This is an optimization exercise on Yosys and OpenROAD, whose aim is a short achievable clock period and few clock cycles, not a production implementation.
Function was checked by simulation only, so behaviour that the tests miss may differ from the original.
No activity file was given, so power comes from the tool's default toggle rates.

===== design/flow/design.v =====
module hc11_decoder (
    input  wire [7:0] b,
    output wire       c_fam,       
    output wire       c_esc,       
    output wire [2:0] c_famc,      
    output wire [3:0] c_sfx,       
    output wire       c_xy,        
    output wire       c_is16,      
    output wire [1:0] c_mode,      
    output wire       c_zero,      
    output wire       c_pbx,       
    output wire       c_pby,       
    output wire       c_pbix,      
    output wire       c_pbiy       
);
    localparam FAM_LD = 3'd1, FAM_ST = 3'd2, FAM_SUB = 3'd3, FAM_AD = 3'd4;
    localparam SFX_NONE = 4'd0, SFX_DD = 4'd1, SFX_DB = 4'd2, SFX_CA = 4'd3, SFX_CB = 4'd4,
               SFX_DA = 4'd5, SFX_B = 4'd6, SFX_A = 4'd7, SFX_AA = 4'd8, SFX_AB = 4'd9,
               SFX_D = 4'd10, SFX_S = 4'd11;
    wire [7:0] m      = b & 8'h85;
    wire [7:0] v      = b & 8'hCF;
    wire       is_ld  = (m == 8'h84);
    wire       is_st  = (m == 8'h85) && (b != 8'hCD);
    wire       is_sub = (m == 8'h80) || ((m == 8'h81) && (v == 8'h83));
    wire       is_ad  = (m == 8'h81) && (v != 8'h83);
    assign c_esc  = (m == 8'h00) || (b == 8'hCD);
    assign c_fam  = is_ld || is_st || is_sub || is_ad;
    assign c_famc = is_ld ? FAM_LD : is_st ? FAM_ST : is_sub ? FAM_SUB : FAM_AD;
    assign c_mode = b[5:4];
    assign c_zero = (b == 8'h00);
    assign c_xy   = (v == 8'hCE) || (v == 8'hCF);
    assign c_pbx  = (b == 8'h00) || (b == 8'hCD);
    assign c_pby  = (b == 8'h18);
    assign c_pbix = (b == 8'h00) || (b == 8'h1A);
    assign c_pbiy = (b == 8'h18) || (b == 8'hCD);
    reg [3:0] sfx_n;
    reg       is16_n;
    always @(*) begin
        sfx_n  = SFX_NONE;
        is16_n = 1'b0;
        case (v)
            8'hC3: begin sfx_n = SFX_DD; is16_n = 1'b1; end
            8'hCB: sfx_n = SFX_DB;
            8'h89: sfx_n = SFX_CA;
            8'hC9: sfx_n = SFX_CB;
            8'h8B: sfx_n = SFX_DA;
            8'hC0: sfx_n = SFX_B;
            8'h80: sfx_n = SFX_A;
            8'h86, 8'h87: sfx_n = SFX_AA;
            8'hC6, 8'hC7: sfx_n = SFX_AB;
            8'h83, 8'hCC, 8'hCD: begin sfx_n = SFX_D; is16_n = 1'b1; end
            8'h8E, 8'h8F: begin sfx_n = SFX_S; is16_n = 1'b1; end
            default: ;
        endcase
    end
    assign c_sfx  = sfx_n;
    assign c_is16 = is16_n;
endmodule
module hc11mon_dl #(
    parameter [15:0] MIN      = 16'h0400,
    parameter [15:0] MAX      = 16'h7DFF,
    parameter [15:0] LF_START = 16'h1000,
    parameter [15:0] LF_MAX   = 16'h7DC0
) (
    input  wire        clk,
    input  wire        rst,
    input  wire        cmd_valid,
    output wire        cmd_ready,
    input  wire [1:0]  cmd_op,
    input  wire [15:0] cmd_start,
    input  wire [15:0] cmd_end,
    input  wire        in_valid,
    output wire        in_ready,
    input  wire [7:0]  in_data,
    input  wire        in_eos,
    output wire        mem_req,
    output wire        mem_we,
    output wire [15:0] mem_addr,
    output wire [7:0]  mem_wdata,
    input  wire        mem_ack,
    input  wire [7:0]  mem_rdata,
    output reg         ev_valid,
    input  wire        ev_ready,
    output reg  [2:0]  ev_type,
    output reg  [15:0] ev_addr,
    output reg  [15:0] ev_data,
    output reg  [15:0] ev_line,
    output reg  [2:0]  ev_kind,
    output reg         ev_flag,
    output reg  [2:0]  ev_len,
    output reg  [47:0] ev_raw,
    output reg  [2:0]  ev_fam,
    output reg  [3:0]  ev_sfx,
    output reg  [2:0]  ev_opform
);
    localparam OP_DECODE = 2'd0, OP_DISASM = 2'd1, OP_LOAD = 2'd2;
    localparam EV_ORG = 3'd1, EV_INSTR = 3'd2, EV_END = 3'd3, EV_PROGRESS = 3'd4,
               EV_SUMMARY = 3'd5, EV_REPORT = 3'd6;
    localparam ERR_BOUNDS = 3'd2, ERR_FORMAT = 3'd3, ERR_CHECKSUM = 3'd4,
               ERR_STREAMEND = 3'd5, ERR_RANGE = 3'd6;
    localparam T_IDLE = 3'd0, T_DCHK = 3'd1, T_DIS = 3'd2, T_DEND = 3'd3,
               T_FIN = 3'd4, T_LOAD = 3'd5;
    localparam L_WIN = 2'd0, L_C1 = 2'd1, L_C2 = 2'd2, L_STOP = 2'd3;
    localparam SFX_NONE = 4'd0, SFX_X = 4'd12, SFX_Y = 4'd13;
    localparam OF_NONE = 3'd0, OF_IMM8 = 3'd1, OF_IMM16 = 3'd2, OF_DIR = 3'd3,
               OF_IDX_X = 3'd4, OF_IDX_Y = 3'd5, OF_EXT = 3'd6;
    localparam O_IMM16_FIRST = 2'd0, O_LAST8 = 2'd1, O_EXT_HI = 2'd2, O_LAST16 = 2'd3;
    function hexv;
        input [7:0] c;
        hexv = (c >= 8'h30 && c <= 8'h39) || (c >= 8'h41 && c <= 8'h46);
    endfunction
    function [3:0] hexn;
        input [7:0] c;
        hexn = c[6] ? c[3:0] + 4'd9 : c[3:0];
    endfunction
    function [7:0] hexc;
        input [3:0] v;
        hexc = (v < 4'd10) ? {4'h3, v} : {4'h4, v - 4'd9};
    endfunction
    reg [2:0]  ts;
    reg        cmd_ready_r;
    reg        in_ready_r;
    reg        single;
    reg [15:0] c_start, c_end;
    reg        r_range, r_sbad, r_ebad;
    reg        mreq;
    reg        mwe;
    reg [15:0] ma;
    reg [7:0]  wdat;
    localparam FW = 8 + 16 + 1 + 23;
    reg        rd_on;
    reg        f0_v, f1_v;
    reg        dis_on, ld_on;    
    reg        chk_on, dend_on;  
    reg [FW-1:0] f0, f1;
    reg        st_opnd;
    reg [1:0]  k;
    reg        pbx, pby, pbix, pbiy;
    reg [1:0]  ost;
    reg [2:0]  opf;
    reg [7:0]  hi;
    reg [2:0]  fam_r;
    reg [3:0]  sfx_r;
    reg [5:0]  pos1h;     
    reg [2:0]  pos;
    reg [47:0] raw;
    reg [15:0] ia;
    reg        seen_end;
    reg        t_v;
    reg [2:0]  t_type;
    reg [15:0] t_addr, t_data, t_line;
    reg [2:0]  t_kind;
    reg        t_flag;
    reg [2:0]  t_len;
    reg [47:0] t_raw;
    reg [2:0]  t_fam;
    reg [3:0]  t_sfx;
    reg [2:0]  t_opform;
    reg [1:0]  ls;
    reg [2:0]  wcnt;
    reg        full, s1f, s9f, hvf, rngf, wgo;
    reg        w_pre;     
    reg        wcb_r;     
    reg [3:0]  wn0, wn1, wn2, wn3, wn4, wn5, wn6, wn7;
    reg [7:0]  whv, wS, w1, w9;
    reg [15:0] line;
    reg [15:0] written;
    reg        first_v;
    reg [15:0] first;
    reg [7:0]  acc;
    reg        add_pend;
    reg        al_pend;
    reg [7:0]  cnt;
    reg [7:0]  c1;
    reg        c1_hv;
    reg [3:0]  c1_nib;
    reg        e_v, e_eos, e_fmt, e_dat, e_wcb, e_ck;
    reg [3:0]  e_c2n;
    assign cmd_ready = cmd_ready_r;
    assign in_ready  = in_ready_r;
    assign mem_req   = mreq;
    assign mem_we    = mwe;
    assign mem_addr  = ma;
    assign mem_wdata = wdat;
    wire can_push = !t_v;
    wire in_take  = in_valid && in_ready_r;
    wire       c_fam, c_esc, c_xy, c_is16, c_zero, c_pbx, c_pby, c_pbix, c_pbiy;
    wire [2:0] c_famc;
    wire [3:0] c_sfx;
    wire [1:0] c_mode;
    hc11_decoder u_cls (
        .b(mem_rdata), .c_fam(c_fam), .c_esc(c_esc), .c_famc(c_famc), .c_sfx(c_sfx),
        .c_xy(c_xy), .c_is16(c_is16), .c_mode(c_mode), .c_zero(c_zero),
        .c_pbx(c_pbx), .c_pby(c_pby), .c_pbix(c_pbix), .c_pbiy(c_pbiy)
    );
    wire [FW-1:0] f_new = {mem_rdata, ma + 16'd1, ma == c_end,
                           c_fam, c_esc, c_famc, c_sfx, c_xy, c_is16, c_mode, c_zero,
                           c_pbx, c_pby, c_pbix, c_pbiy, 5'd0};
    wire [7:0]  b      = f0[FW-1 -: 8];
    wire [15:0] h_ap1  = f0[FW-9 -: 16];
    wire        h_eq   = f0[23];
    wire        h_fam  = f0[22];
    wire        h_esc  = f0[21];
    wire [2:0]  h_famc = f0[20:18];
    wire [3:0]  h_sfx  = f0[17:14];
    wire        h_xy   = f0[13];
    wire        h_is16 = f0[12];
    wire [1:0]  h_mode = f0[11:10];
    wire        h_zero = f0[9];
    wire        h_pbx  = f0[8];
    wire        h_pby  = f0[7];
    wire        h_pbix = f0[6];
    wire        h_pbiy = f0[5];
    wire h_escg  = h_esc && (k != 2'd3);
    wire d_ends  = st_opnd ? ost[0] : !(h_fam || h_escg);
    wire d_null  = !st_opnd;
    wire dpop    = dis_on && f0_v && can_push;
    wire dlast   = single || seen_end || h_eq;
    wire [47:0] raw_ev = {pos1h[5] ? b : raw[47:40], pos1h[4] ? b : raw[39:32],
                          pos1h[3] ? b : raw[31:24], pos1h[2] ? b : raw[23:16],
                          pos1h[1] ? b : raw[15:8],  pos1h[0] ? b : raw[7:0]};
    wire l_eval = ld_on && (ls == L_WIN) && full && !e_v && (s9f || (s1f && !(hvf && rngf)));
    wire s9_early = ld_on && (ls == L_WIN) && in_take && !in_eos &&
                    !(full && (s1f || s9f)) && (full || wcnt == 3'd7) && wS[1] && w9[2] &&
                    !e_v && can_push;
    wire e_evt  = e_eos || e_fmt || !e_dat || e_wcb;    
    wire e_prog = !e_eos && !e_fmt && !e_dat && e_ck;   
    reg        push;
    reg [2:0]  p_type;
    reg [15:0] p_addr, p_data, p_line;
    reg [2:0]  p_kind;
    reg        p_flag;
    reg [2:0]  p_len;
    reg [47:0] p_raw;
    reg [2:0]  p_fam;
    reg [3:0]  p_sfx;
    reg [2:0]  p_opform;
    wire sel_sum = s9f || (wS[1] && w9[2]);
    always @(*) begin
        p_type   = EV_REPORT;
        p_addr   = 16'h0000;
        p_data   = 16'h0000;
        p_line   = line;
        p_kind   = ERR_FORMAT;
        p_flag   = 1'b0;
        p_len    = pos + 3'd1;
        p_raw    = raw_ev;
        p_fam    = d_null ? 3'd0 : fam_r;
        p_sfx    = d_null ? 4'd0 : sfx_r;
        p_opform = d_null ? OF_NONE : opf;
        if (chk_on) begin
            p_line = 16'd0;
            if (r_range) begin
                p_kind = ERR_RANGE; p_addr = c_start; p_data = c_end;
            end else if (r_sbad) begin
                p_kind = ERR_BOUNDS; p_addr = c_start;
            end else if (r_ebad) begin
                p_kind = ERR_BOUNDS; p_addr = c_end;
            end else begin
                p_type = EV_ORG; p_addr = c_start;
            end
        end else if (dend_on) begin
            p_type = EV_END;
            p_addr = c_end;
        end else if (dis_on) begin
            p_type = EV_INSTR;
            p_addr = ia;
            p_flag = !d_null;
            p_data = (st_opnd && ost[1]) ? {hi, b} : {8'h00, d_null ? 8'h00 : b};
        end else if (e_v) begin
            if (e_eos)
                p_kind = ERR_STREAMEND;
            else if (e_fmt)
                p_kind = ERR_FORMAT;
            else if (e_dat) begin
                p_kind = ERR_BOUNDS;
                p_addr = ma;
            end else if (e_ck)
                p_type = EV_PROGRESS;
            else begin
                p_kind = ERR_CHECKSUM;
                p_data = {fsum, c1_nib, e_c2n};
            end
        end else if (sel_sum) begin
            p_type = EV_SUMMARY;
            p_flag = first_v;
            p_addr = first;
            p_data = written;
        end else begin
            p_kind = hvf ? ERR_BOUNDS : ERR_FORMAT;
            p_addr = {wn4, wn5, wn6, wn7};
        end
        push = (chk_on || dend_on) ? can_push :
               dis_on ? (dpop && d_ends) :
               e_v ? (e_evt && can_push) :
               ((l_eval || s9_early) && can_push);
    end
    wire ev_pop    = ev_valid && ev_ready;
    wire head_free = !ev_valid || ev_ready;
    wire ev_valid_n = t_v || push || (ev_valid && !ev_ready);
    wire t_v_n      = head_free ? (t_v && push) : (t_v || push);
    wire        in_hv  = hexv(in_data);
    wire [3:0]  in_nib = hexn(in_data);
    wire        wc_bad = wcb_r;
    wire [15:0] ma_p1  = ma + 16'd1;
    wire [7:0]  fsum   = ~acc;
    wire        ck_ok  = (c1 == hexc(fsum[7:4])) && (in_data == hexc(fsum[3:0])) &&
                         (acc != 8'hFF);
    wire        hdr_go = full && s1f && hvf && rngf;
    wire [7:0]  hdr_n  = {wn2, wn3};
    wire [11:0] la_hi  = {wn5, wn6, wn7};
    wire        rng_n  = ((la_hi > LF_START[15:4]) ||
                          (la_hi == LF_START[15:4] && in_nib >= LF_START[3:0])) &&
                         ((la_hi < LF_MAX[15:4]) ||
                          (la_hi == LF_MAX[15:4] && in_nib <= LF_MAX[3:0]));
    wire        teos   = in_take && in_eos;
    wire        tch    = in_take && !in_eos;
    wire        cnt_nz = (cnt != 8'd0);
    wire        c2_go  = c1_hv && in_hv && (cnt_nz ? !wc_bad : ck_ok);
    wire        w_stop = full && (s9f || (s1f && !(hvf && rngf)));
    wire        w_more = w_pre || (w1[2] && (&whv[7:3]) && in_hv && rng_n);
    wire l_win = (ls == L_WIN);
    wire l_c1  = (ls == L_C1);
    wire l_c2  = (ls == L_C2);
    wire wr_n      = l_c2 && tch && c1_hv && in_hv && cnt_nz && !wc_bad;
    wire mreq_wr_n = wr_n || (mreq && !mem_ack);
    wire e_set     = teos || (l_c2 && tch);
    wire al_wait_n = hdr_go && (hdr_n < 8'd4);
    wire ts_fin = teos ||
                  (l_win && !hdr_go && ((w_stop && l_eval && can_push) || s9_early)) ||
                  (l_c2 && tch && !c2_go);
    reg [1:0] ls_n;
    always @(*) begin
        ls_n = ls;
        if (ts_fin)
            ls_n = L_STOP;
        else if (l_win) begin
            if (hdr_go) ls_n = in_take ? L_C2 : L_C1;
        end else if (l_c1) begin
            if (tch) ls_n = L_C2;
        end else if (l_c2) begin
            if (tch) ls_n = cnt_nz ? L_C1 : L_WIN;
        end
    end
    wire e_v_n = e_set || (e_v && e_evt && !can_push);
    wire pe_free_n = !e_v_n || !t_v_n;
    wire ld_ready_n = !teos && pe_free_n &&
        ((l_win && hdr_go)  ? !(in_take && (mreq_wr_n || al_wait_n)) :
         l_win              ? !w_stop && (in_take ? w_more : wgo) && !s9_early :
         l_c1               ? !(tch && mreq_wr_n) :
         l_c2               ? (tch ? c2_go : !mreq_wr_n) : 1'b0);
    wire       rpush = mreq && mem_ack && !mwe && rd_on;
    wire       ffull_n = !dpop && (f1_v || (f0_v && rpush));
    wire       hdr_set = ld_on && (ls == L_WIN) && hdr_go;
    wire [7:0] acc_nx  = hdr_set ? hdr_n + {wn4, wn5} :
                         add_pend ? acc + wdat :
                         al_pend ? acc + {wn6, wn7} : acc;
    integer i;
    always @(posedge clk) begin
        if (rst) begin
            ts          <= T_IDLE;
            cmd_ready_r <= 1'b1;
            in_ready_r  <= 1'b0;
            mreq        <= 1'b0;
            mwe         <= 1'b0;
            rd_on       <= 1'b0;
            f0_v        <= 1'b0;
            f1_v        <= 1'b0;
            dis_on      <= 1'b0;
            ld_on       <= 1'b0;
            chk_on      <= 1'b0;
            dend_on     <= 1'b0;
            ev_valid    <= 1'b0;
            t_v         <= 1'b0;
            add_pend    <= 1'b0;
            al_pend     <= 1'b0;
            e_v         <= 1'b0;
        end else begin
            ev_valid <= ev_valid_n;
            t_v      <= t_v_n;
            if (head_free) begin
                if (t_v) begin
                    ev_type <= t_type; ev_addr <= t_addr; ev_data <= t_data; ev_line <= t_line;
                    ev_kind <= t_kind; ev_flag <= t_flag; ev_len <= t_len; ev_raw <= t_raw;
                    ev_fam <= t_fam; ev_sfx <= t_sfx; ev_opform <= t_opform;
                end else begin
                    ev_type <= p_type; ev_addr <= p_addr; ev_data <= p_data; ev_line <= p_line;
                    ev_kind <= p_kind; ev_flag <= p_flag; ev_len <= p_len; ev_raw <= p_raw;
                    ev_fam <= p_fam; ev_sfx <= p_sfx; ev_opform <= p_opform;
                end
            end
            if (t_v ? head_free : !head_free) begin
                t_type <= p_type; t_addr <= p_addr; t_data <= p_data; t_line <= p_line;
                t_kind <= p_kind; t_flag <= p_flag; t_len <= p_len; t_raw <= p_raw;
                t_fam <= p_fam; t_sfx <= p_sfx; t_opform <= p_opform;
            end
            if (rpush) ma <= ma + 16'd1;
            case ({rpush, dpop})
                2'b10: begin
                    if (!f0_v) begin f0 <= f_new; f0_v <= 1'b1; end
                    else       begin f1 <= f_new; f1_v <= 1'b1; end
                end
                2'b01: begin
                    f0   <= f1;
                    f0_v <= f1_v;
                    f1_v <= 1'b0;
                end
                2'b11: begin
                    if (!f1_v) f0 <= f_new;
                    else begin f0 <= f1; f1 <= f_new; end
                end
                default: ;
            endcase
            if (rd_on) mreq <= !ffull_n;
            if (dpop) begin
                seen_end <= seen_end | h_eq;
                raw      <= raw_ev;
                if (d_ends) begin
                    st_opnd <= 1'b0;
                    k       <= 2'd0;
                    pbx <= 1'b1; pby <= 1'b0; pbix <= 1'b1; pbiy <= 1'b0;
                    pos     <= 3'd0;
                    pos1h   <= 6'd1;
                    ia      <= h_ap1;
                    if (dlast) begin
                        rd_on  <= 1'b0;
                        mreq   <= 1'b0;
                        f0_v   <= 1'b0;
                        f1_v   <= 1'b0;
                        dis_on <= 1'b0;
                        ts     <= single ? T_FIN : T_DEND;
                        dend_on <= !single;
                    end
                end else begin
                    pos   <= pos + 3'd1;
                    pos1h <= {pos1h[4:0], 1'b0};
                    if (!st_opnd) begin
                        if (h_fam) begin
                            st_opnd <= 1'b1;
                            fam_r   <= h_famc;
                            sfx_r   <= h_xy ? (pbx ? SFX_X : pby ? SFX_Y : SFX_NONE) : h_sfx;
                            case (h_mode)
                                2'b00: begin
                                    ost <= h_is16 ? O_IMM16_FIRST : O_LAST8;
                                    opf <= h_is16 ? OF_IMM16 : OF_IMM8;
                                end
                                2'b01: begin ost <= O_LAST8; opf <= OF_DIR; end
                                2'b10: begin
                                    ost <= O_LAST8;
                                    opf <= pbix ? OF_IDX_X : pbiy ? OF_IDX_Y : OF_DIR;
                                end
                                default: begin ost <= O_EXT_HI; opf <= OF_EXT; end
                            endcase
                        end else begin
                            k    <= k + 2'd1;
                            pbx  <= h_pbx;
                            pby  <= h_pby;
                            pbix <= h_pbix;
                            pbiy <= h_pbiy;
                        end
                    end else begin
                        hi <= b;
                        if (ost == O_IMM16_FIRST && h_zero) begin
                            ost <= O_LAST8;
                            opf <= OF_IMM8;
                        end else
                            ost <= O_LAST16;
                    end
                end
            end
            if (ld_on) begin
                ls         <= ls_n;
                in_ready_r <= ld_ready_n && !ts_fin;
                if (ts_fin) begin
                    ts    <= T_FIN;
                    ld_on <= 1'b0;
                end
            end
            e_v <= e_v_n;
            if (e_set) begin
                e_eos <= in_eos;
                e_fmt <= !(c1_hv && in_hv);
                e_dat <= (cnt != 8'd0);
                e_wcb <= wc_bad;
                e_ck  <= ck_ok;
                e_c2n <= in_nib;
            end
            if (e_v && e_prog && can_push)
                line <= line + 16'd1;
            if (mwe) mreq <= mreq_wr_n;
            if (mwe && mreq && mem_ack) begin
                ma      <= ma_p1;
                wcb_r   <= (ma_p1 < MIN) || (ma_p1 > MAX);
                written <= written + 16'd1;
            end
            if (in_take && ls == L_C2)
                wdat <= {c1_nib, in_nib};
            add_pend <= wr_n;
            if (add_pend)
                cnt <= cnt - 8'd1;
            acc    <= acc_nx;
            al_pend <= 1'b0;
            if (hdr_set) begin
                if (!first_v) begin
                    first_v <= 1'b1;
                    first   <= {wn4, wn5, wn6, wn7};
                end
                al_pend <= 1'b1;
                ma      <= {wn4, wn5, wn6, wn7};
                wcb_r   <= ({wn4, wn5, wn6, wn7} < MIN) || ({wn4, wn5, wn6, wn7} > MAX);
                cnt     <= (hdr_n >= 8'd3) ? hdr_n - 8'd3 : 8'd0;
            end
            if (ld_on && in_take && !in_eos) begin
                if (ls == L_WIN && !hdr_go) begin
                    wn0 <= wn1; wn1 <= wn2; wn2 <= wn3; wn3 <= wn4;
                    wn4 <= wn5; wn5 <= wn6; wn6 <= wn7; wn7 <= in_nib;
                    whv  <= {in_hv, whv[7:1]};
                    wS   <= {in_data == "S", wS[7:1]};
                    w1   <= {in_data == "1", w1[7:1]};
                    w9   <= {in_data == "9", w9[7:1]};
                    if (wcnt == 3'd7) full <= 1'b1;
                    wcnt <= wcnt + 3'd1;
                    s1f  <= wS[1] && w1[2];
                    s9f  <= wS[1] && w9[2];
                    hvf  <= (&whv[7:3]) && in_hv;
                    rngf <= rng_n;
                    wgo  <= w_more;
                    w_pre <= !(full || wcnt[2:1] == 2'b11) || !(wS[2] && (w1[3] || w9[3]));
                end
                if ((ls == L_WIN && hdr_go) || ls == L_C1) begin
                    c1     <= in_data;
                    c1_hv  <= in_hv;
                    c1_nib <= in_nib;
                end
                if (ls == L_C2) begin
                    wcnt <= 3'd0;
                    w_pre <= 1'b1;
                    full <= 1'b0;
                    wgo  <= 1'b1;
                end
            end
            case (ts)
                T_IDLE: begin
                    if (cmd_valid) begin
                        c_start  <= cmd_start;
                        c_end    <= cmd_end;
                        r_range  <= cmd_start > cmd_end;
                        r_sbad   <= (cmd_start < MIN) || (cmd_start > MAX);
                        r_ebad   <= (cmd_end < MIN) || (cmd_end > MAX);
                        st_opnd  <= 1'b0;
                        k        <= 2'd0;
                        pbx <= 1'b1; pby <= 1'b0; pbix <= 1'b1; pbiy <= 1'b0;
                        pos      <= 3'd0;
                        pos1h    <= 6'd1;
                        seen_end <= 1'b0;
                        ia       <= cmd_start;
                        f0_v     <= 1'b0;
                        f1_v     <= 1'b0;
                        case (cmd_op)
                            OP_DECODE, OP_DISASM: begin
                                single      <= (cmd_op == OP_DECODE);
                                ma          <= cmd_start;
                                mwe         <= 1'b0;
                                mreq        <= 1'b1;
                                rd_on       <= 1'b1;
                                cmd_ready_r <= 1'b0;
                                ts          <= (cmd_op == OP_DECODE) ? T_DIS : T_DCHK;
                                dis_on      <= (cmd_op == OP_DECODE);
                                chk_on      <= (cmd_op == OP_DISASM);
                            end
                            OP_LOAD: begin
                                mwe         <= 1'b1;
                                mreq        <= 1'b0;
                                rd_on       <= 1'b0;
                                cmd_ready_r <= 1'b0;
                                in_ready_r  <= 1'b1;
                                ts          <= T_LOAD;
                                ld_on       <= 1'b1;
                                ls          <= L_WIN;
                                wcnt        <= 3'd0;
                                full        <= 1'b0;
                                wgo         <= 1'b1;
                                w_pre       <= 1'b1;
                                line        <= 16'd1;
                                written     <= 16'd0;
                                first_v     <= 1'b0;
                                first       <= 16'd0;
                            end
                            default: ;
                        endcase
                    end
                end
                T_DCHK: begin
                    if (push) begin
                        chk_on <= 1'b0;
                        if (!(r_range || r_sbad || r_ebad)) begin
                            ts     <= T_DIS;
                            dis_on <= 1'b1;
                        end else begin
                            rd_on <= 1'b0;
                            mreq  <= 1'b0;
                            f0_v  <= 1'b0;
                            f1_v  <= 1'b0;
                            ts    <= T_FIN;
                        end
                    end
                end
                T_DIS: ;    
                T_DEND: begin
                    if (push) begin
                        ts      <= T_FIN;
                        dend_on <= 1'b0;
                    end
                end
                T_FIN: begin
                    in_ready_r <= 1'b0;
                    if (!t_v && (!ev_valid || ev_ready) && !e_v && !(mreq && !mem_ack)) begin
                        ts          <= T_IDLE;
                        cmd_ready_r <= 1'b1;
                    end
                end
                T_LOAD: ;
                default: ts <= T_IDLE;
            endcase
        end
    end
endmodule

===== design/flow/run.sh =====
#!/bin/bash
# synth_recipe.tcl (not shown) runs the flow's synth.tcl, then flattens the netlist and writes it again
# the make line also repeats each setting of config.mk as NAME=value (left out here)
make -C /OpenROAD-flow-scripts/flow DESIGN_CONFIG=/design/flow/config.mk WORK_HOME=/design/flow/orfs CLKGATE_MAP_FILE= SYNTH_SCRIPT=/design/flow/synth_recipe.tcl finish

===== design/flow/config.mk =====
export PLATFORM = sky130hd
export DESIGN_NAME = hc11mon_dl
export DESIGN_NICKNAME = hc11mon_dl
export VERILOG_FILES = /design/flow/design.v
export SDC_FILE = /design/flow/constraint.sdc
export NUM_CORES = 4
export LEC_CHECK = 0
export ABC_CLOCK_PERIOD_IN_PS = 1000
export CAP_MARGIN = 20
export CORE_MARGIN = 2
export CORE_UTILIZATION = 50
export PLACE_DENSITY = 0.65
export SETUP_SLACK_MARGIN = 3.0
export SLEW_MARGIN = 20
export TNS_END_PERCENT = 100

===== design/flow/constraint.sdc =====
create_clock -name core_clock -period 5.0 [get_ports {clk}]
set_input_delay 1.0000 -clock core_clock [delete_from_list [all_inputs] [get_ports {clk}]]
set_output_delay 1.0000 -clock core_clock [all_outputs]
set_load 0.01 [all_outputs]

==> results of run 1 <==
## cell usage after synthesis (6+ instances only)
master / instances / area share [%]
a211oi_1: 13 / 0.33
o21ai_0: 79 / 1.3
a21o_1: 13 / 0.33
a22o_1: 32 / 0.94
a221oi_1: 9 / 0.26
nor2_1: 132 / 1.7
or3_1: 11 / 0.23
and3_1: 13 / 0.27
o21ai_1: 52 / 0.87
o22ai_1: 12 / 0.25
nor3_1: 41 / 0.69
buf_1: 10 / 0.13
nand4_1: 22 / 0.46
nor2b_1: 30 / 0.63
nand3_1: 37 / 0.62
xor2_1: 46 / 1.3
mux2i_1: 96 / 3.2
and4_1: 10 / 0.29
a31oi_1: 14 / 0.29
inv_1: 65 / 0.82
ha_1: 60 / 2.5
o21bai_1: 6 / 0.15
nor3b_1: 9 / 0.23
xnor2_1: 62 / 1.8
and2_1: 24 / 0.50
o31ai_1: 8 / 0.20
nand2_1: 205 / 2.6
edfxtp_1: 623 / 63
mux2_2: 169 / 6.4
dfxtp_1: 19 / 1.3
clkbuf_1: 102 / 1.3
nor4_1: 8 / 0.17
nand2b_1: 11 / 0.23
a21oi_1: 112 / 1.9
o211ai_1: 8 / 0.20
nand3b_1: 10 / 0.25
## metrics by stage
step | total power (W) | setup slack, ps | util [%] | hold slack (ps)
CTS | 0.0129 | 2250 | 63.8 | 419
finish | 0.0131 | 2220 | 67.0 | 417
floorplan | 0.00713 | 725 | - | 400
detailed placement | 0.00769 | 902 | 55.5 | 406
global route | 0.0135 | 2180 | 67.0 | 432
global placement | 0.00767 | 944 | 55.5 | 400
## critical path, stage by stage
cell and delay, ps:
buf_8 100, inv_6 50, ha_4 190, mux2_4 270, or4_4 430, o41ai_4 360, a311oi_2 180, o311ai_2 350
o211ai_1 160, o31ai_2 190
## routing by layer
metal,vias up,track usage [%]
li1,9445,-
met1,10700,37.0
met2,1090,42.7
met3,203,5.45
met4,0,12.1
met5,-,0
## cell type report
cell class	instances	area (sq um)	share of cell area, %
Inverter	68	283	0.715
Timing Repair inverter	3	22.5	0.0569
Antenna cell	1	2.50	0.00633
Tap cell	773	967	2.45
Multi-Input combinational cell	1430	12200	30.8
Sequential cell	642	19100	48.3
Clock inverter	35	375	0.949
Timing Repair Buffer	520	4720	11.9
Clock buffer	90	1880	4.75
## sequential cells by signal (all words and copies together), names as in the netlist, 8 cells and up
signal   flops
ev_raw      48
raw         48
t_raw       48
f0          41
f1          41
c_end       16
c_start     16
ev_addr     16
ev_data     16
ev_line     16
first       16
ia          16
line        16
ma          16
t_addr      16
t_data      16
t_line      16
written     16
acc          8
c1           8
cnt          8
hi           8
wdat         8
## repair_timing
action	CTS	global route
cloned	17	10
endpoints found under the setup margin	1080	680
buffers inserted	186	78
pin swaps	120	116
resized for setup	1092	328
## how the worst max path moves through the flow
stage / cells past startpoint / slack [ps] / startpoint / end
detailed placement: 10 / 900 / in_data[0] / in_ready_r$_SDFF_PP0_
floorplan: 4 / 720 / rst / raw[0]$_DFFE_PP_
CTS: 1 / 2250 / in_ready_r$_SDFF_PP0_ / in_ready
global route: 7 / 2180 / wn7[1]$_DFFE_PP_ / in_ready_r$_SDFF_PP0_
finish: 10 / 2220 / in_data[1] / in_ready_r$_SDFF_PP0_
global placement: 10 / 940 / in_data[0] / in_ready_r$_SDFF_PP0_
## power by group
| part | leakage (nW) | switching (W) | internal (W) |
|---|---|---|---|
| clock | 1.09 | 0.00210 | 0.00302 |
| combinational | 7.47 | 0.000857 | 0.000697 |
| sequential | 5.97 | 0.000187 | 0.00619 |
| total | 14.5 | 0.00315 | 0.00991 |
## logic make-up after synthesis
group,count (synthesis)
DFF,642
and+or+nand+nor,590
AOI/OAI and AO/OA,402
muxes,266
buffers and inverters,188
xor gates and xnor gates,108
adders and majority gates,62
==> results.toml, run 1 <==
[power_and_ir_drop]
peakVddDrop_v = 0.000259
p_leak_nw = 14.5
powerDensity_nw_per_um2 = 330

[worst_hold_path]
hold_depth = 0
holdCritStartpoint = "w1[5]$_DFFE_PP_"
worstHoldEndpoint = "w1[4]$_DFFE_PP_"
hold_class = "flop to flop"

[clock_network]
path_clk_slew_ps = 60
clockRootBuffer = "clkbuf_16"
ctsHoldBuffers = 0
htree_num_levels = 3
cts_tree = "done"
clock-sinks = 642
clock_latency_ps = 610
numCtsBuffers = 69
cts_buffer_depth = 3

[detailed_routing]
ant_nets = 0
drt-initial-drc-count = 2220
dr_wl_met2_um = 41100
vias = 21400
top_layer = "met4"
viasPerCell = 6.02
avgRoutedWirePerCell_um = 24.9
route.detailed.drc = 0
dr_wl_met3_um = 7550
drtPass1Iterations = 7
wirelength_met1_um = 36300
totalWireLength_um = 88900

[worst_setup_path]
cp-end-kind = "flop"
reg2reg_to = "in_ready_r$_SDFF_PP0_"
critical_path_class = "primary input to flop"
worstPathArrival_ps = 3290
reg2reg_slack_ps = 2240
cp.required_ps = 5510
cp_max_fo = 2
reg2reg_from = "wn7[1]$_DFFE_PP_"
r2r_cells = 7
startpoint_type = "primary input"

[floorplan]
num_rows = 89
die_area_sq_um = 61700
die_h_um = 248
core_area_sq_um = 59000
ios = 202
initial_utilization_pct = 50.6
die_w_um = 248

[logic_synthesis]
synth_top_family_by_area = "simple AND/OR/NAND/NOR gates"
synthArstFlopShare_pct = 0
syn_avg_cell_area_sq_um = 13.2
synth_compound_area_share_pct = 8.47
synthXorXnorAreaFrac_pct = 3.17
synthSimpleGateAreaFrac_pct = 9.66
synth_fa_ha_area_share_pct = 2.65
yosysSeqAreaShare_pct = 63.9
yosysWarnings = 2
ys.flop_type = "edfxtp_1"
synth_edf_count = 623
netlist_area_sq_um = 29900
ys_seq_elements = 642
synth.area.mux_share_pct = 9.64
ys_types = 93
syn-instance-count = 2258
syn_nets = 2377

[placement]
dp_hpwl_um = 52600
gp_congestion = 0.934
post-place-cells = 3145
dpl_cell_area_sq_um = 32800
io_buffers = 201

[global_route]
grt_pass1_vias = 20700
grt_max_degree = 71
grt_pass1_wl_um = 129000
gr-total-overflow = 0
antenna_found_initial = 0
grt.total_usage_pct = 27.3

[final_layout]
drive_gt1_share_pct = 39.3
syn_to_final_growth_pct = 32.4
fillCellCount = 4139
stdcell_count = 3562
postLayoutCellArea_sq_um = 39600
final_cell_mix = "edfxtp_1, buf_4, nand2_1, buf_2, mux2_2"
final_nets = 2853
final_common_cell = "edfxtp_1"

[timing]
skew_ps = 25.3
worst_slew_pin_slew_ps = 829
fmax_mhz = 360
finalCritPeriodShare_pct = 55.6
finalHoldViolCount = 0
fin_crit_ps = 2780
maxSlewHeadroom_pct = 44.3
setup_viol = 0
slew_viol_final = 0
rsz0062_at_grt = "yes"
finalSetupTns_ps = 0

[run_status]
status = "timing/DRC/antenna clean"

[run]
maxCapViolCount = 0
Testbench counts, summed over its fixed seeds: cycles 43,523.
==> inputs of run 2 (changes only) <==
--- a/design/flow/design.v
+++ b/design/flow/design.v
@@ -113,3 +113,10 @@
         input [7:0] c;
-        hexn = c[6] ? c[3:0] + 4'd9 : c[3:0];
+        case (c)
+            8'h31: hexn = 4'd1;  8'h32: hexn = 4'd2;  8'h33: hexn = 4'd3;
+            8'h34: hexn = 4'd4;  8'h35: hexn = 4'd5;  8'h36: hexn = 4'd6;
+            8'h37: hexn = 4'd7;  8'h38: hexn = 4'd8;  8'h39: hexn = 4'd9;
+            8'h41: hexn = 4'd10; 8'h42: hexn = 4'd11; 8'h43: hexn = 4'd12;
+            8'h44: hexn = 4'd13; 8'h45: hexn = 4'd14; 8'h46: hexn = 4'd15;
+            default: hexn = 4'd0;
+        endcase
     endfunction
@@ -128,2 +135,3 @@
     reg [15:0] ma;
+    reg [15:0] ma1;       
     reg [7:0]  wdat;
@@ -161,2 +169,3 @@
     reg        full, s1f, s9f, hvf, rngf, wgo;
+    reg        sel_r;     
     reg        w_pre;     
@@ -195,3 +204,3 @@
     );
-    wire [FW-1:0] f_new = {mem_rdata, ma + 16'd1, ma == c_end,
+    wire [FW-1:0] f_new = {mem_rdata, ma1, ma == c_end,
                            c_fam, c_esc, c_famc, c_sfx, c_xy, c_is16, c_mode, c_zero,
@@ -237,3 +246,3 @@
     reg [2:0]  p_opform;
-    wire sel_sum = s9f || (wS[1] && w9[2]);
+    wire sel_sum = sel_r;
     always @(*) begin
@@ -304,3 +313,2 @@
     wire        wc_bad = wcb_r;
-    wire [15:0] ma_p1  = ma + 16'd1;
     wire [7:0]  fsum   = ~acc;
@@ -396,3 +404,6 @@
             end
-            if (rpush) ma <= ma + 16'd1;
+            if (rpush) begin
+                ma  <= ma1;
+                ma1 <= ma1 + 16'd1;
+            end
             case ({rpush, dpop})
@@ -491,4 +502,5 @@
             if (mwe && mreq && mem_ack) begin
-                ma      <= ma_p1;
-                wcb_r   <= (ma_p1 < MIN) || (ma_p1 > MAX);
+                ma      <= ma1;
+                ma1     <= ma1 + 16'd1;
+                wcb_r   <= (ma1 < MIN) || (ma1 > MAX);
                 written <= written + 16'd1;
@@ -509,2 +521,3 @@
                 ma      <= {wn4, wn5, wn6, wn7};
+                ma1     <= {wn4, wn5, wn6, wn7} + 16'd1;
                 wcb_r   <= ({wn4, wn5, wn6, wn7} < MIN) || ({wn4, wn5, wn6, wn7} > MAX);
@@ -528,2 +541,3 @@
                     w_pre <= !(full || wcnt[2:1] == 2'b11) || !(wS[2] && (w1[3] || w9[3]));
+                    sel_r <= (wS[1] && w9[2]) || (wS[2] && w9[3]);
                 end
@@ -562,2 +576,3 @@
                                 ma          <= cmd_start;
+                                ma1         <= cmd_start + 16'd1;
                                 mwe         <= 1'b0;
==> run 2 against run 1 <==
Net effect:
- count of clock-buffer cells in the layout is 5 lower
- largest cell class unchanged
- routed wire length is 15% higher
- sequential power is 2% higher
- critical path depth is 1 lower
- setup slack better by 350 ps
- first-iteration DRC count is 8.2% higher
- synthesized cell count is 7.8% higher
- register-to-register slack better by 330 ps
- sequential share of layout area is 2.0 points lower
- critical endpoint is now rd_on$_SDFF_PP0_
- clock skew is 4.6 ps lower
- power is 1.7% higher
- fmax is 15% higher
==> results.toml, run 2 <==
[run_status]
status = "timing/DRC/antenna clean"

[floorplan]
die_w_um = 253
initial_utilization_pct = 50.5
num_rows = 91
die_h_um = 253
die_area_sq_um = 64200
core_area_sq_um = 61600
ios = 202

[timing]
finalHoldViolCount = 0
rsz0062_at_grt = "yes"
finalCritPeriodShare_pct = 48.5
finalSetupTns_ps = 0
setup_viol = 0
fmax_mhz = 412
worst_slew_pin_slew_ps = 949
slew_viol_final = 0
skew_ps = 20.7
maxSlewHeadroom_pct = 35.9
fin_crit_ps = 2430

[final_layout]
syn_to_final_growth_pct = 36.4
final_common_cell = "edfxtp_1"
drive_gt1_share_pct = 41.7
final_nets = 3068
fillCellCount = 4179
final_cell_mix = "edfxtp_1, buf_4, nand2_1, mux2_2, buf_2"
final_util_pct = 68.8
top_regs = "ev_raw (48), raw (48), t_raw (48)"
stdcell_count = 3848

[placement]
dp_hpwl_um = 56200
io_buffers = 201
post-place-cells = 3365
gp_congestion = 0.918

[worst_hold_path]
worstHoldEndpoint = "wS[4]$_DFFE_PP_"
hold_depth = 0
hold_class = "flop to flop"
holdCritStartpoint = "wS[5]$_DFFE_PP_"

[worst_setup_path]
critical_path_class = "flop to flop"
slowest_delay_ps = 370
slowest_stage = "a2111oi_4"
cp-end-kind = "flop"
worstPathArrival_ps = 2930
path_delay_family = "compound AO/OA/AOI/OAI gates"
r2r_cells = 9
cp.required_ps = 5500
reg2reg_slack_ps = 2570
cp_max_fo = 69
reg2reg_to = "rd_on$_SDFF_PP0_"
crit_cells = 9
reg2reg_from = "dis_on$_SDFF_PP0_"
cp.buffers_inverters = 2
startpoint_type = "flop"
path_cells = "buf_8, or2_2, o32a_1, o31a_1, a2111oi_4, buf_4, a21oi_4, a31oi_1, nor2_1"

[logic_synthesis]
yosysWarnings = 2
yosysSeqAreaShare_pct = 63.1
netlist_area_sq_um = 31100
synthArstFlopShare_pct = 0
synth_edf_count = 640
syn-instance-count = 2434
ys_seq_elements = 659
ys_types = 94
synth_common_cells = "edfxtp_1, nand2_1, a21oi_1, mux2_2, nor2_1"
yosys.area.top_type = "edfxtp_1"
syn_avg_cell_area_sq_um = 12.8
synth.most_common_cell = "edfxtp_1"
synth_top_area_share_pct = 61.8
syn_nets = 2552
ys.flop_type = "edfxtp_1"
synth_area_leaders = "edfxtp_1, mux2_2, nand2_1"

[global_route]
gr-total-overflow = 0
antenna_found_initial = 3
grt.total_usage_pct = 29.8
grt_pass1_vias = 22400
grt_pass1_wl_um = 142000
grt_max_degree = 70

[power_and_ir_drop]
peakVddDrop_v = 0.000235
p_leak_nw = 15.6
powerDensity_nw_per_um2 = 313

[clock_network]
numCtsBuffers = 71
clock_latency_ps = 620
htree_num_levels = 3
cts_buffer_depth = 3
clock-sinks = 659
cts_tree = "done"
ctsHoldBuffers = 0
path_clk_slew_ps = 60
clockRootBuffer = "clkbuf_16"

[detailed_routing]
viasPerCell = 6.12
totalWireLength_um = 102000
drtPass1Iterations = 6
drt-initial-drc-count = 2403
route.detailed.drc = 0
ant_nets = 0
vias = 23500
avgRoutedWirePerCell_um = 26.4

[run]
maxCapViolCount = 0
==> run 2: cell types whose count changed in the layout (fill, tap and decap cells not counted), moves of 17 or more <==
cell | before | now
edfxtp_1 | 623 | 640
a21oi_4 | 2 | 20
a22o_1 | 32 | 52
mux2i_1 | 70 | 35
a21oi_2 | 16 | 82
a21oi_1 | 95 | 75
buf_6 | 101 | 78
buf_16 | 11 | 28
o21ai_1 | 44 | 68
nand2_2 | 11 | 30
buf_12 | 24 | 44
==> run 2: cells by family after synthesis <==
family                   after synthesis  synth area share [%]
flip-flops                           659                  63.1
adder cells (fa/ha/maj)               61                  2.50
XOR/XNOR                             119                  3.35
AND/OR/NAND/NOR                      675                  10.7
multiplexers                         210                  7.43
buffers and inverters                200                  2.54
AO/OA/AOI/OAI                        510                  10.4
==> run 2: worst max-delay path by stage <==
stage | startpoint | end | slack, ps
3_5_place_dp | rst | ev_raw[3]$_DFFE_PP_ | 1210
5_1_grt | dis_on$_SDFF_PP0_ | rd_on$_SDFF_PP0_ | 2550
3_3_place_gp | rst | ev_raw[4]$_DFFE_PP_ | 1270
2_1_floorplan | rst | ev_addr[0]$_DFFE_PP_ | 640
6_report | dis_on$_SDFF_PP0_ | rd_on$_SDFF_PP0_ | 2570
4_1_cts | ma[2]$_DFFE_PN_ | mem_addr[2] | 2690
==> run 2: where the power goes <==
part	internal, W	switching (W)
combinational	0.000603	0.000731
clock	0.00322	0.00223
sequential	0.00630	0.000200
total	0.0101	0.00316
==> run 2: cell type report <==
cell class	count	area [sq um]	share of cell area, %
Sequential cell	659	19600	46.3
Multi-Input combinational cell	1592	13200	31.0
Timing Repair Buffer	565	5860	13.8
Clock buffer	85	1910	4.51
Tap cell	837	1050	2.47
Clock inverter	46	505	1.19
Inverter	60	256	0.605
Timing Repair inverter	1	8.76	0.0207
Antenna cell	3	7.51	0.0177
==> run 2: repair_timing <==
item / 4_1_cts / 5_1_grt
setup buffers: 208 / 73
endpoints found under the setup margin: 1117 / 744
gates resized for setup: 1167 / 400
gates cloned: 45 / 23
pin swaps: 151 / 176
==> run 2: layer usage <==
metal  vias to the layer above  global-route usage, %  wire (um)  share of wire, %
met1                     11500                   40.1      39400                39
met4                         0                   13.6       5550               5.5
met2                      1462                   46.9      46600                46
met3                       334                   5.89      10200                10
met5                         -                      0          0                 0
li1                      10200                      -          -                 -
==> run 2: through the flow <==
| step | hold slack [ps] | power (W) | worst slack [ps] | instance area (sq um) |
|---|---|---|---|---|
| after floorplan | 400 | 0.00714 | 643 | 31400 |
| after global placement | 401 | 0.00763 | 1270 | 34100 |
| after detailed placement | 406 | 0.00765 | 1210 | 34100 |
| after CTS | 418 | 0.0132 | 2690 | 40000 |
| after global routing | 423 | 0.0136 | 2550 | 42400 |
| final | 417 | 0.0133 | 2570 | 42400 |
Testbench counts of run 2, summed over its fixed seeds: cycles 43,523.
==> inputs of run 3 (changes only) <==
--- a/design/flow/config.mk
+++ b/design/flow/config.mk
@@ -12,3 +12,3 @@
 export PLACE_DENSITY = 0.65
-export SETUP_SLACK_MARGIN = 3.0
+export SETUP_SLACK_MARGIN = 3.4
 export SLEW_MARGIN = 20
==> run 3 against run 2 <==
Net effect:
- still clean on timing, DRC and antenna
- sequential cell count did not move
- register-to-register slack got worse by 40 ps
- sequential power barely moved
- final area rose by 7.8%
- first-iteration DRC count rose by 34%
- combinational power rose by about 20%
- critical path type unchanged
- critical endpoint is now f1[28]$_DFFE_PP_
- largest cell class unchanged
- largest power group unchanged
==> results.toml, run 3 <==
[run]
maxCapViolCount = 0

[timing]
worst_slew_pin_slew_ps = 941
slew_viol_final = 0
fin_crit_ps = 2470
skew_ps = 24.0
finalSetupTns_ps = 0
setup_viol = 0
fmax_mhz = 406
maxSlewHeadroom_pct = 37.2
finalCritPeriodShare_pct = 49.3
rsz0062_at_grt = "yes"
fin_ws_ps = 2530
finalHoldViolCount = 0

[final_layout]
syn_to_final_growth_pct = 47.1
final_common_cell = "edfxtp_1"
final_cell_mix = "edfxtp_1, buf_4, nand2_1, buf_6, buf_2"
top_regs = "ev_raw (48), raw (48), t_raw (48)"
final_nets = 3245
final_util_pct = 74.2
drive_gt1_share_pct = 47.2

[worst_setup_path]
cp_max_fo = 5
cp-end-kind = "flop"
worstPathArrival_ps = 2820
slowest_stage = "dfxtp_4"
cp.required_ps = 5350
critical_path_class = "flop to flop"
startpoint_type = "flop"
cp.buffers_inverters = 7
reg2reg_slack_ps = 2530
path_cells = "buf_12, nand3b_1, inv_2, buf_12, ha_4, nor2b_4, nor3_4, buf_6, buf_12, buf_12, buf_16"
path_delay_family = "buffers and inverters"
slowest_delay_ps = 430
crit_top_cell = "buf_12"

[logic_synthesis]
ys_seq_elements = 659
syn_nets = 2552
yosys.area.top_type = "edfxtp_1"
synthXorXnorAreaFrac_pct = 3.35
ys_types = 94
synth_compound_area_share_pct = 10.4
synthSimpleGateAreaFrac_pct = 10.7
yosysSeqAreaShare_pct = 63.1
syn-instance-count = 2434
synthArstFlopShare_pct = 0
synth_area_leaders = "edfxtp_1, mux2_2, nand2_1"
synth_fa_ha_area_share_pct = 2.50
synth_edf_count = 640
synth_top_family_by_area = "simple AND/OR/NAND/NOR gates"
synth_top_area_share_pct = 61.8
yosysWarnings = 2
synth.area.mux_share_pct = 7.43
syn_avg_cell_area_sq_um = 12.8
synth.most_common_cell = "edfxtp_1"
synth_common_cells = "edfxtp_1, nand2_1, a21oi_1, mux2_2, nor2_1"
ys.flop_type = "edfxtp_1"
netlist_area_sq_um = 31100

[power_and_ir_drop]
pwr-share-comb_pct = 11.7
peakVddDrop_v = 0.000227
internal_power_w = 0.0103
powerDensity_nw_per_um2 = 298
p_seq_share_pct = 47.7
clockPowerShare_pct = 40.6
sw_frac_of_total_pct = 24.6
power_switching_w = 0.00335
p_leak_nw = 17.1

[global_route]
gr-total-overflow = 0
grt.total_usage_pct = 32.8
antenna_found_initial = 2
grt_pass1_vias = 24000
grt_pass1_wl_um = 155000
grt_max_degree = 53

[clock_network]
path_clk_slew_ps = 70
clock_latency_ps = 630
cts_tree = "done"
clockRootBuffer = "clkbuf_16"
clock-sinks = 659
numCtsBuffers = 71
cts_buffer_depth = 3
ctsHoldBuffers = 0
htree_num_levels = 3

[detailed_routing]
totalWireLength_um = 115000
drtPass1Iterations = 6
vias = 25400
route.detailed.drc = 0
drt-initial-drc-count = 3232
ant_nets = 0
avgRoutedWirePerCell_um = 28.6
viasPerCell = 6.32

[floorplan]
num_rows = 91
die_w_um = 253
initial_utilization_pct = 50.5
core_area_sq_um = 61600
die_area_sq_um = 64200
ios = 202
die_h_um = 253

[placement]
gp_congestion = 0.918
post-place-ws_ps = 1210
dp_hpwl_um = 56200
io_buffers = 201

[worst_hold_path]
hold_class = "flop to flop"

[run_status]
status = "timing/DRC/antenna clean"
-- run 3: cell counts after synthesis --
Identical to the previous run, type by type.
-- run 3: final timing paths --
check | startpoint | endpoint | cells after the start
min reg2reg | wS[7]$_DFFE_PP_ | wS[6]$_DFFE_PP_ | 0
min | wS[7]$_DFFE_PP_ | wS[6]$_DFFE_PP_ | 0
max reg2reg | t_v$_SDFF_PP0_ | f1[28]$_DFFE_PP_ | 11
max | t_v$_SDFF_PP0_ | f1[28]$_DFFE_PP_ | 11
-- run 3: cell families after synthesis --
group | Yosys count
mux | 210
xor+xnor | 119
flops | 659
compound gates | 510
buf+inv | 200
fa+ha+maj | 61
simple gates | 675
-- run 3: per-stage QoR --
stage          std cells  total power (W)  area [sq um]  hold WS [ps]
3_5_place_dp        3365          0.00765         34100           406
4_1_cts             3896           0.0133         43100           418
6_report            4026           0.0136         45700           421
2_1_floorplan       2434          0.00714         31400           400
5_1_grt             4022           0.0139         45700           422
3_3_place_gp        3365          0.00763         34100           401
-- run 3: routing by layer --
layer	track usage [%]	wire length (um)	vias to the layer above
met5	0	0	-
met4	15.7	6980	0
met3	6.94	13100	457
met2	52.5	53400	1930
met1	42.8	41800	12500
li1	-	-	10600
-- run 3: layout make-up --
cell class / instances / area, sq um
repair buffers: 736 / 8610
clock inverters: 46 / 505
diodes: 4 / 10.0
clock buffers: 85 / 1910
fillers: 3622 / 15900
well taps: 837 / 1050
inverters: 60 / 265
multi-input cells: 1597 / 13700
flip-flops and latches: 659 / 19700
repair inverters: 2 / 32.5
-- run 3: timing repair --
| item | in CTS | in global routing |
|---|---|---|
| endpoints found under the setup margin | 1184 | 1003 |
| buffers inserted | 311 | 100 |
| gates resized for setup | 1516 | 352 |
| pin swaps | 202 | 190 |
| cloned | 89 | 26 |
-- run 3: worst register-to-register path, cell delays in order, from the launching register on --
cell,delay [ps]
dfxtp_4,430
buf_12,140
nand3b_1,250
inv_2,110
buf_12,160
ha_4,170
nor2b_4,160
nor3_4,250
buf_6,180
buf_12,120
buf_12,100
buf_16,110
-- run 3: power groups by stage --
stage               registers (W)  logic, W  clock network, W
floorplan                 0.00656  0.000582                 0
global placement          0.00662   0.00101                 0
detailed placement        0.00662   0.00103                 0
CTS                       0.00648   0.00134           0.00550
global route              0.00650   0.00167           0.00575
finish                    0.00649   0.00159           0.00552
==> inputs of run 4 (changes only) <==
--- a/design/flow/design.v
+++ b/design/flow/design.v
@@ -145,2 +145,3 @@
     reg [1:0]  k;
+    reg        k3;        
     reg        pbx, pby, pbix, pbiy;
@@ -206,3 +207,3 @@
                            c_fam, c_esc, c_famc, c_sfx, c_xy, c_is16, c_mode, c_zero,
-                           c_pbx, c_pby, c_pbix, c_pbiy, 5'd0};
+                           c_pbx, c_pby, c_pbix, c_pbiy, !(c_fam || c_esc), 4'd0};
     wire [7:0]  b      = f0[FW-1 -: 8];
@@ -222,4 +223,5 @@
     wire        h_pbiy = f0[5];
-    wire h_escg  = h_esc && (k != 2'd3);
-    wire d_ends  = st_opnd ? ost[0] : !(h_fam || h_escg);
+    wire        h_pnul = f0[4];    
+    wire h_escg  = h_esc && !k3;
+    wire d_ends  = st_opnd ? ost[0] : (h_pnul || (h_esc && k3));
     wire d_null  = !st_opnd;
@@ -431,2 +433,3 @@
                     k       <= 2'd0;
+                    k3      <= 1'b0;
                     pbx <= 1'b1; pby <= 1'b0; pbix <= 1'b1; pbiy <= 1'b0;
@@ -466,2 +469,3 @@
                             k    <= k + 2'd1;
+                            k3   <= (k == 2'd2);
                             pbx  <= h_pbx;
@@ -565,2 +569,3 @@
                         k        <= 2'd0;
+                        k3       <= 1'b0;
                         pbx <= 1'b1; pby <= 1'b0; pbix <= 1'b1; pbiy <= 1'b0;
--- a/design/flow/config.mk
+++ b/design/flow/config.mk
@@ -12,3 +12,3 @@
 export PLACE_DENSITY = 0.65
-export SETUP_SLACK_MARGIN = 3.4
+export SETUP_SLACK_MARGIN = 3.0
 export SLEW_MARGIN = 20
==> run 4 against run 3 <==
Net effect:
- cell count is 2.4% lower
- largest cell class unchanged
- sequential cell count is 3 higher
- count of clock-buffer cells in the layout is 1 higher
- routed wire length is 10% lower
- critical endpoint is now in_ready_r$_SDFF_PP0_
- sequential power is 2% higher
- synthesized cell count is 0.99% higher
- clock power is 3% lower
==> results.toml, run 4 <==
[run_status]
status = "timing/DRC/antenna clean"

[final_layout]
final_nets = 3153
syn_to_final_growth_pct = 37.9
diodes = 0
final_common_cell = "edfxtp_1"
multi_input_area_sq_um = 12900
seqCellArea_sq_um = 19700
fillCellCount = 4215
final_cell_mix = "edfxtp_1, nand2_1, buf_4, buf_2, mux2_2"
drive_gt1_share_pct = 40.8
top_regs = "ev_raw (48), raw (48), t_raw (48)"

[power_and_ir_drop]
powerDensity_nw_per_um2 = 317
peakVddDrop_v = 0.000234
power_w = 0.0136
p_leak_nw = 15.9

[clock_network]
numCtsBuffers = 72
clock-sinks = 662
cts_buffer_depth = 3
ctsHoldBuffers = 0
cts_tree = "done"
path_clk_slew_ps = 60
htree_num_levels = 3
clockRootBuffer = "clkbuf_16"
clock_latency_ps = 620

[worst_setup_path]
critical_path_class = "flop to flop"
cp-end-kind = "flop"
reg2reg_to = "in_ready_r$_SDFF_PP0_"
startpoint_type = "flop"
cp_max_fo = 5
r2r_cells = 10
cp.required_ps = 5490
reg2reg_slack_ps = 2280
worstPathArrival_ps = 3210
reg2reg_from = "acc[3]$_DFFE_PP_"
crit_end = "in_ready_r$_SDFF_PP0_"
startpoint = "acc[3]$_DFFE_PP_"

[logic_synthesis]
synth_common_cells = "edfxtp_1, nand2_1, a21oi_1, mux2_2, nor2_1"
synth_area_leaders = "edfxtp_1, mux2_2, nand2_1"
syn-instance-count = 2458
netlist_area_sq_um = 31100
synthArstFlopShare_pct = 0
ys_seq_elements = 662
syn_avg_cell_area_sq_um = 12.6
synth_top_area_share_pct = 62.1
yosysSeqAreaShare_pct = 63.4
syn_nets = 2576
ys_types = 76
ys.flop_type = "edfxtp_1"
yosys.area.top_type = "edfxtp_1"
synth_edf_count = 643
synth.most_common_cell = "edfxtp_1"
yosysWarnings = 2

[detailed_routing]
vias = 24000
dr_wl_met3_um = 10400
route.detailed.drc = 0
drtPass1Iterations = 6
top_layer = "met5"
wirelength_met1_um = 40900
ant_nets = 0
viasPerCell = 6.11
dr_wl_met2_um = 47200
avgRoutedWirePerCell_um = 26.3
drt-initial-drc-count = 2850
totalWireLength_um = 103000

[floorplan]
num_rows = 91
core_area_sq_um = 61600
die_h_um = 253
ios = 202
initial_utilization_pct = 50.4
die_w_um = 253
die_area_sq_um = 64200

[global_route]
grt_pass1_wl_um = 144000
grt_max_degree = 128
gr-total-overflow = 0
grt_pass1_vias = 22300
antenna_found_initial = 4
grt.total_usage_pct = 30.2

[run]
maxCapViolCount = 0

[timing]
finalSetupTns_ps = 0
setup_viol = 0
finalCritPeriodShare_pct = 54.4
fmax_mhz = 368
finalHoldViolCount = 0
rsz0062_at_grt = "yes"
slew_viol_final = 0
fin_crit_ps = 2720
maxSlewHeadroom_pct = 36.2
fin_ws_ps = 2280
hold_ws_ps = 423
skew_ps = 27.9
worst_slew_pin_slew_ps = 942

[placement]
io_buffers = 201
gp_congestion = 0.934
post-place-ws_ps = 1050
dp_hpwl_um = 58500

[worst_hold_path]
hold_class = "flop to flop"
==> run 4: kinds of logic (layout without fill, tap and decap cells) <==
family | count (synthesis) | after routing | share of synthesized area, %
adder cells (fa/ha/maj) | 61 | 61 | 2.50
flip-flops | 662 | 662 | 63.4
AND/OR/NAND/NOR | 690 | 704 | 10.5
buffers and inverters | 206 | 825 | 2.54
XOR/XNOR | 113 | 113 | 3.18
multiplexers | 213 | 213 | 7.53
AO/OA/AOI/OAI | 513 | 514 | 10.4
==> run 4: critical path, cell delays in order (launching register included) <==
cell      delay, ps
edfxtp_1        480
buf_6           190
buf_4           150
nor2b_1         160
o22ai_2         120
xor2_1          150
a2111o_1        470
buf_4           170
o31ai_4         300
a21oi_1         150
o41ai_2         250
==> run 4: routing by layer <==
metal / track usage (%) / vias up
met3: 6.16 / 305
met1: 41.9 / 11900
met4: 12.9 / 2
li1: - / 10400
met5: 0 / -
met2: 46.4 / 1386
==> run 4: worst min-delay path by stage <==
stage	cells past startpoint	end	start	slack (ps)
final	0	w9[3]$_DFFE_PP_	w9[4]$_DFFE_PP_	420
after global placement	0	wS[6]$_DFFE_PP_	wS[7]$_DFFE_PP_	400
after floorplan	0	fam_r[0]$_DFFE_PP_	f0[18]$_DFFE_PP_	400
after global routing	0	w9[6]$_DFFE_PP_	w9[7]$_DFFE_PP_	420
after detailed placement	0	wS[2]$_DFFE_PP_	wS[3]$_DFFE_PP_	410
after CTS	0	w9[3]$_DFFE_PP_	w9[4]$_DFFE_PP_	420
==> run 4: per-stage QoR <==
step                      instance area [sq um]  utilization [%]  instances
final                                     42800             69.5       3929
after global routing                      42800             69.5       3929
after CTS                                 39700             64.4       3775
after detailed placement                  34100             55.3       3398
after global placement                    34100             55.3       3398
after floorplan                           31200                -       2458
==> run 4: area by class of cell <==
type                       count  share of cell area (%)
tap                          837                    2.44
timing repair buffer         623                    15.3
inverter                      70                   0.646
clock inverter                45                    1.10
sequential                   662                    46.0
timing repair inverter         1                 0.00876
multi-input combinational   1605                    30.1
clock buffer                  86                    4.40
==> run 4: power by group <==
group | internal [W] | leakage [nW] | total [W] | switching, W
combinational | 0.000704 | 8.59 | 0.00159 | 0.000882
clock | 0.00313 | 1.16 | 0.00536 | 0.00224
sequential | 0.00639 | 6.20 | 0.00662 | 0.000231
==> run 4: repair_timing <==
action,CTS,global route
hold endpoints to repair,0,0
setup endpoints to repair,990,725
pin swaps,105,182
buffers inserted,199,131
gates cloned,47,23
resized for setup,1134,445
Testbench counts of run 4, summed over its fixed seeds: cycles 43,523.
==> inputs of run 5 (changes only) <==
--- a/design/flow/design.v
+++ b/design/flow/design.v
@@ -171,2 +171,3 @@
     reg        sel_r;     
+    reg [7:0]  x_hi, x_lo;    
     reg        w_pre;     
@@ -316,4 +317,4 @@
     wire [7:0]  fsum   = ~acc;
-    wire        ck_ok  = (c1 == hexc(fsum[7:4])) && (in_data == hexc(fsum[3:0])) &&
-                         (acc != 8'hFF);
+    wire        ck_ok  = (c1 == x_hi) && (in_data == x_lo) && (acc != 8'hFF);
+    wire [7:0]  acc_x  = ~(add_pend ? acc + wdat : acc);
     wire        hdr_go = full && s1f && hvf && rngf;
@@ -337,3 +338,3 @@
     wire e_set     = teos || (l_c2 && tch);
-    wire al_wait_n = hdr_go && (hdr_n < 8'd4);
+    wire al_wait_n = ((l_win && hdr_go) || al_pend) && (hdr_n < 8'd4);
     wire ts_fin = teos ||
@@ -358,5 +359,5 @@
         ((l_win && hdr_go)  ? !(in_take && (mreq_wr_n || al_wait_n)) :
-         l_win              ? !w_stop && (in_take ? w_more : wgo) && !s9_early :
-         l_c1               ? !(tch && mreq_wr_n) :
-         l_c2               ? (tch ? c2_go : !mreq_wr_n) : 1'b0);
+         l_win              ? !w_stop && (in_take ? w_more : wgo) :
+         l_c1               ? !(tch && (mreq_wr_n || al_wait_n)) :
+         l_c2               ? (tch ? c2_go : !(mreq_wr_n || al_wait_n)) : 1'b0);
     wire       rpush = mreq && mem_ack && !mwe && rd_on;
@@ -517,2 +518,4 @@
             acc    <= acc_nx;
+            x_hi   <= hexc(acc_x[7:4]);
+            x_lo   <= hexc(acc_x[3:0]);
             al_pend <= 1'b0;
==> run 5 against run 4 <==
Net effect:
- critical path type unchanged
- via count grew 1.5%
- setup slack worse by 4.0 ps
- final area decreased by 0.74%
- clock skew is 1.6 ps higher
- routed wire length barely moved
- utilization down 2.0 points
- die area rose by 2.4%
- sequential power about the same
- worst hold slack lost 5.7 ps
- combinational power is 19% lower
- sequential cell count is 12 higher
- global-route usage is 1.3 points lower
==> results.toml, run 5 <==
[detailed_routing]
viasPerCell = 6.25
vias = 24400
totalWireLength_um = 103000
avgRoutedWirePerCell_um = 26.5
route.detailed.drc = 0
ant_nets = 0
drtPass1Iterations = 6
drt-initial-drc-count = 2523

[logic_synthesis]
synth_top_family_by_area = "compound AO/OA/AOI/OAI gates"
synthXorXnorAreaFrac_pct = 3.52
synth_common_cells = "edfxtp_1, nand2_1, nor2_1, mux2_2, a21oi_1"
yosys.area.top_type = "edfxtp_1"
synthSimpleGateAreaFrac_pct = 10.2
synth_fa_ha_area_share_pct = 2.74
netlist_area_sq_um = 31800
yosysSeqAreaShare_pct = 63.0
synth_edf_count = 655
synth.area.mux_share_pct = 7.50
synth_top_area_share_pct = 61.8
synthArstFlopShare_pct = 0
ys_types = 79
ys.flop_type = "edfxtp_1"
syn_avg_cell_area_sq_um = 12.8
syn-instance-count = 2494
synth.most_common_cell = "edfxtp_1"
synth_compound_area_share_pct = 10.6
synth_area_leaders = "edfxtp_1, mux2_2, nand2_1"
yosysWarnings = 2
syn_nets = 2619
ys_seq_elements = 674

[final_layout]
fillCellCount = 4416
drive_gt1_share_pct = 38.6
final_cell_mix = "edfxtp_1, buf_4, nand2_1, mux2_2, buf_2"
final_common_cell = "edfxtp_1"
final_util_pct = 67.5
diodes = 0
syn_to_final_growth_pct = 33.5
top_regs = "ev_raw (48), raw (48), t_raw (48)"
final_nets = 3127

[worst_setup_path]
r2r_cells = 8
reg2reg_to = "x_hi[0]$_DFFE_PN_"
cp.required_ps = 5370
startpoint_type = "flop"
cp_max_fo = 4
critical_path_class = "flop to flop"
cp-end-kind = "flop"
crit_end = "x_hi[0]$_DFFE_PN_"
reg2reg_from = "wdat[1]$_DFFE_PP_"
reg2reg_slack_ps = 2280
startpoint = "wdat[1]$_DFFE_PP_"
worstPathArrival_ps = 3090

[floorplan]
die_h_um = 256
core_area_sq_um = 63000
die_area_sq_um = 65700
num_rows = 92
initial_utilization_pct = 50.6
ios = 202
die_w_um = 256

[global_route]
grt_pass1_wl_um = 144000
grt_max_degree = 72
grt.total_usage_pct = 29.0
antenna_found_initial = 3
grt_pass1_vias = 22800
gr-total-overflow = 0

[placement]
dp_hpwl_um = 57700
gp_congestion = 0.942
io_buffers = 201

[timing]
finalSetupTns_ps = 0
finalCritPeriodShare_pct = 54.5
rsz0062_at_grt = "yes"
fin_crit_ps = 2720
fmax_mhz = 367
maxSlewHeadroom_pct = 47.9
slew_viol_final = 0
finalHoldViolCount = 0
setup_viol = 0
skew_ps = 29.5
worst_slew_pin_slew_ps = 781

[clock_network]
clockRootBuffer = "clkbuf_16"
path_clk_slew_ps = 60
clock_latency_ps = 620
cts_tree = "done"
numCtsBuffers = 73
cts_buffer_depth = 3
clock-sinks = 674
ctsHoldBuffers = 0
htree_num_levels = 3

[run_status]
status = "timing/DRC/antenna clean"

[power_and_ir_drop]
p_seq_share_pct = 50.8
p_leak_nw = 15.7
sw_frac_of_total_pct = 24.3
powerDensity_nw_per_um2 = 308
peakVddDrop_v = 0.000213
clockPowerShare_pct = 39.4
pwr-share-comb_pct = 9.9
internal_power_w = 0.00991
power_switching_w = 0.00318

[worst_hold_path]
hold_class = "flop to flop"

[run]
maxCapViolCount = 0
-- run 5: cell count changes after synthesis, sizes merged, moves of 8 or more --
cell,before,now
nand2,254,221
edfxtp,643,655
nor2,164,174
a21oi,183,162
a211oi,11,19
and3,21,32
xnor2,62,75
-- run 5: kinds of logic (layout without fill, tap and decap cells) --
kind of cell               count (synthesis)  count (layout)
and+or+nand+nor                          675             693
DFF                                      674             674
AOI/OAI and AO/OA                        525             525
muxes                                    218             218
buffers and inverters                    206             750
xor gates and xnor gates                 128             128
adders and majority gates                 68              68
-- run 5: how the worst min path moves through the flow --
| stage | from | end | depth (start not counted) |
|---|---|---|---|
| floorplan | f0[18]$_DFFE_PP_ | fam_r[0]$_DFFE_PP_ | 0 |
| global placement | wS[7]$_DFFE_PP_ | wS[6]$_DFFE_PP_ | 0 |
| detailed placement | w1[7]$_DFFE_PP_ | w1[6]$_DFFE_PP_ | 0 |
| CTS | w1[7]$_DFFE_PP_ | w1[6]$_DFFE_PP_ | 0 |
| global route | w9[7]$_DFFE_PP_ | w9[6]$_DFFE_PP_ | 0 |
| finish | w1[7]$_DFFE_PP_ | w1[6]$_DFFE_PP_ | 0 |
-- run 5: layer usage --
metal	GRT usage (%)	vias to the layer above	share of wire (%)
li1	-	10500	-
met4	11.5	6	4.7
met5	0	-	0.032
met3	5.60	355	11
met1	40.1	12000	39
met2	45.2	1552	45
-- run 5: area by class of cell --
type                       instances  area, sq um  area share (%)
clock buffer                      84         1870            4.39
timing repair buffer             549         5450            12.8
inverter                          71          309           0.727
tap                              846         1060            2.49
timing repair inverter             1         8.76          0.0206
clock inverter                    45          364           0.856
multi-input combinational       1632        13400            31.5
sequential                       674        20100            47.2
-- run 5: repair_timing --
item,4_1_cts,5_1_grt
pin swaps,140,213
setup buffers,191,87
endpoints found under the setup margin,1065,826
gates resized for setup,1161,369
gates cloned,34,26
-- run 5: power by group through the flow --
stage / Combinational [W] / Sequential [W] / Clock, W
detailed placement: 0.00102 / 0.00678 / 0
floorplan: 0.000571 / 0.00670 / 0
global route: 0.00137 / 0.00666 / 0.00543
global placement: 0.000998 / 0.00677 / 0
finish: 0.00129 / 0.00665 / 0.00515
CTS: 0.00114 / 0.00663 / 0.00520
-- run 5: per-stage QoR --
stage | instances | hold WS [ps] | worst slack (ps) | instance area [sq um] | power [W]
5_1_grt | 3902 | 425 | 2200 | 42500 | 0.0135
6_report | 3902 | 417 | 2280 | 42500 | 0.0131
2_1_floorplan | 2494 | 400 | 290 | 32000 | 0.00727
3_5_place_dp | 3435 | 405 | 1150 | 34800 | 0.00779
4_1_cts | 3789 | 418 | 2430 | 40100 | 0.0130
3_3_place_gp | 3435 | 401 | 1210 | 34800 | 0.00777
-- run 5: worst max-delay path, stage by stage, from the launching register on --
cell,delay [ps]
edfxtp_1,490
ha_4,310
a211oi_4,290
o21bai_4,130
a2111oi_4,430
nor4_2,70
nor3_2,310
a21boi_4,350
xnor2_2,80
Testbench counts of run 5, summed over its fixed seeds: cycles 43,523.

[re-timing with driven ports]
In the flow no input, the clock included, has a driving cell. The finished layouts below were timed again as built, in two steps. Step 1, drivers: a clkbuf_16 drives clk and a buf_2 each remaining input, both assumed. Step 2 times the ports against the registers' clock, not the clock port: input delays grow and output delays shrink by t, the midpoint of the rising clock arrivals with the driver on. Slacks: ideal / step 1 / step 2; pairs: ideal / step 1.
| run | shift t [ns] | slack for setup (ns) | worst slew at a driven data input, ns |
|---|---|---|---|
| run 1 | 0.659 | 2.221 / 2.205 / 1.587 | 0.08 |
| run 2 | 0.669 | 2.573 / 2.573 / 2.034 | 0.12 |
| run 3 | 0.681 | 2.534 / 2.534 / 1.953 | 0.14 |
| run 4 | 0.674 | 2.280 / 2.280 / 1.663 | 0.07 |
| run 5 | 0.673 | 2.276 / 2.276 / 1.821 | 0.10 |
After both steps every run listed still meets setup and hold. For run 1, which loses most, drivers alone change the setup slack by -0.016 ns; drivers and shift together by -0.634 ns.
